This design comes from an exercise in tuning for small area, a short achievable clock period and few clock cycles on the open sky130 flow, not from production work.
Function was checked by simulation only, so behaviour that the tests miss may differ from the original.

==> module dwmac_lanes, before the edit <==
module dwmac_lanes (
    input  wire          clk,
    input  wire          rst,
    input  wire          in_valid,
    output wire          in_ready,
    input  wire          in_last,
    input  wire [31:0]   in_src,      
    input  wire [31:0]   in_wt,       
    input  wire [127:0]  in_bias,     
    input  wire [127:0]  in_scale,    
    input  wire [7:0]    in_zp,       
    output reg           out_valid,
    input  wire          out_ready,
    output reg  [31:0]   out_data     
);
    localparam W = 4;
    reg         rdy;
    assign in_ready = rdy;
    reg         rst_q;
    always @(posedge clk)
        rst_q <= rst;
    wire fire = in_valid && rdy;
    reg         x_lv;        
    reg         x_wait;      
    reg         a_full;      
    reg         a_iss;       
    reg  [1:0]  lane;        
    reg         ph;          
    reg  [1:0]  npx;         
    wire x_px    = x_lv || x_wait;           
    wire a_last  = a_iss && lane == 2'd3 && ph;
    wire a_free  = !a_full || a_last;
    wire move    = x_px && a_free;
    wire hold    = x_px && !a_free;
    wire deliver = out_valid && out_ready;
    wire start   = a_full && !a_iss && (npx - {1'b0, deliver} < 2'd2);
    wire issue   = start || a_iss;
    wire a_full_n = move || (a_full && !a_last);
    wire a_iss_n  = issue && !(lane == 2'd3 && ph);
    wire [1:0] lane_n = (issue && ph) ? lane + 2'd1 : lane;
    wire ph_n     = issue ? !ph : ph;
    wire a_free_n = !a_full_n || (a_iss_n && lane_n == 2'd3 && ph_n);
    wire x_px_n   = (fire && in_last) || hold;
    always @(posedge clk) begin
        if (rst) begin
            rdy    <= 1'b1;
            x_lv   <= 1'b0;
            x_wait <= 1'b0;
            a_full <= 1'b0;
            a_iss  <= 1'b0;
            lane   <= 2'd0;
            ph     <= 1'b0;
        end else begin
            rdy    <= !(x_px_n && !a_free_n);
            x_lv   <= fire && in_last;
            x_wait <= hold;
            a_full <= a_full_n;
            a_iss  <= a_iss_n;
            lane   <= lane_n;
            ph     <= ph_n;
        end
    end
    reg  [31:0] x_src;
    reg  [31:0] x_wt;
    reg  [7:0]  x_zp;
    reg  [7:0]  a_zp;
    always @(posedge clk) begin
        x_src <= in_src & {32{fire}};
        x_wt  <= in_wt;
        if (!hold)
            x_zp <= in_zp;
        if (move)
            a_zp <= x_zp;
    end
    reg  [31:0] acc   [0:W-1];
    reg  [31:0] x_b   [0:W-1];       
    reg  [31:0] x_sc  [0:W-1];
    reg  [31:0] a_t   [0:W-1];
    reg  [31:0] a_sc  [0:W-1];
    genvar g;
    generate
        for (g = 0; g < W; g = g + 1) begin : lane_g
            wire [31:0] sum;
            dwmac_mac u_mac (
                .acc  (acc[g]),
                .src  (x_src[8*g +: 8]),
                .wt   (x_wt[8*g +: 8]),
                .bias (x_b[g] & {32{x_lv}}),
                .sum  (sum)
            );
            always @(posedge clk) begin
                if (rst_q || x_lv)
                    acc[g] <= 32'd0;
                else
                    acc[g] <= sum;
                if (!hold) begin
                    x_b[g]  <= in_bias[32*g +: 32];
                    x_sc[g] <= in_scale[32*g +: 32];
                end else if (x_lv) begin
                    x_b[g]  <= sum;
                end
                if (move) begin
                    a_t[g]  <= x_lv ? sum : x_b[g];
                    a_sc[g] <= x_sc[g];
                end
            end
        end
    endgenerate
    wire [7:0]  q;
    wire        q_v;
    wire [1:0]  q_l;
    dwmac_req u_req (
        .clk   (clk),
        .rst   (rst),
        .in_v  (issue),
        .in_ph (ph),
        .in_l  (lane),
        .t     (a_t[lane]),
        .scale (a_sc[lane]),
        .zp    (a_zp),
        .out_v (q_v),
        .out_l (q_l),
        .q     (q)
    );
    reg  [31:0] stg;
    reg         stg_full;
    wire        xfer = stg_full && (!out_valid || out_ready);
    always @(posedge clk) begin
        if (rst) begin
            npx       <= 2'd0;
            stg_full  <= 1'b0;
            out_valid <= 1'b0;
        end else begin
            npx <= npx + {1'b0, start} - {1'b0, deliver};
            if (q_v && q_l == 2'd3)
                stg_full <= 1'b1;
            else if (xfer)
                stg_full <= 1'b0;
            if (xfer)
                out_valid <= 1'b1;
            else if (out_ready)
                out_valid <= 1'b0;
        end
    end
    integer i;
    always @(posedge clk) begin
        for (i = 0; i < W; i = i + 1)
            if (q_v && q_l == i[1:0])
                stg[8*i +: 8] <= q;
        if (xfer)
            out_data <= stg;
    end
endmodule
Settings: LEC_CHECK=0, ABC_AREA=1, CAP_MARGIN=20, CORE_MARGIN=2, CORE_UTILIZATION=40, SLEW_MARGIN=20; clock period 27.0 ns.
standard.sh (not shown) runs the stock make flow with config.mk's settings and CLKGATE_MAP_FILE= SYNTH_SCRIPT=/design/flow/synth_recipe.tcl, a recipe that flattens the netlist after the stock synthesis.
==> flow/flow/run.sh <==
#!/bin/bash
# The standard layout (the standard.sh: standard synthesis, floorplan,
# placement, CTS, routing), with one change: the buffer that ORFS puts on
# every input and output port is a buf_2 cell instead of the cell that
# buffer_ports picks by itself (a clkdlybuf4s50_1 delay buffer, which is
# larger and slower). Every port still gets its buffer.
set -o pipefail
export BUFFER_PORTS_ARGS="-buffer_cell sky130_fd_sc_hd__buf_2"
bash standard.sh 2>&1 | tee standard.log
Testbench counts at the start, summed over its fixed seeds: cycles 34,079.
Edit:
--- a/flow/design.v
+++ b/flow/design.v
@@ -472,22 +472,19 @@
                 .acc  (acc[g]),
                 .src  (x_src[8*g +: 8]),
                 .wt   (x_wt[8*g +: 8]),
-                .bias (x_b[g] & {32{x_lv}}),
+                .bias (x_b[g]),
                 .sum  (sum)
             );
             always @(posedge clk) begin
-                if (rst_q || x_lv)
+                if (rst_q || move)
                     acc[g] <= 32'd0;
                 else
                     acc[g] <= sum;
-                if (!hold) begin
-                    x_b[g]  <= in_bias[32*g +: 32];
+                x_b[g] <= in_bias[32*g +: 32] & {32{fire && in_last}};
+                if (!hold)
                     x_sc[g] <= in_scale[32*g +: 32];
-                end else if (x_lv) begin
-                    x_b[g]  <= sum;
-                end
                 if (move) begin
-                    a_t[g]  <= x_lv ? sum : x_b[g];
+                    a_t[g]  <= sum;
                     a_sc[g] <= x_sc[g];
                 end
             end
Outcome: Setup slack is worse by 0.20 ns; first-iteration DRC count shrinks by about 18%; final cell count shrinks by 6.8%.
Testbench counts after the change, summed over its fixed seeds: cycles 34,079.

==> static timing again, ports no longer ideal <==
No port has a modelled driver above. Below, the same layouts with a new extraction and two added sets of constraints. Step 1 assumes that a clkbuf_16 drives the clock port and a buf_2 every other input. Step 2 moves the port delays by t, midway between the first and last clock arrival at a register: inputs arrive t later, outputs are due t later. That takes back most of the time a late clock gives input paths. Slacks: ideal / step 1 / step 2; pairs: ideal / step 1.
| run | t, ns | setup slack, ns | clock arrival spread, ns |
|---|---|---|---|
| the first run | 0.821 | 20.065 / 19.981 / 19.914 | 0.061 / 0.061 |
| the second run | 0.807 | 19.868 / 19.868 / 19.718 | 0.084 / 0.084 |
After both steps setup and hold are still met in every run listed. For the first run, which loses most, drivers alone change the setup slack by -0.084 ns; drivers and shift together by -0.151 ns.
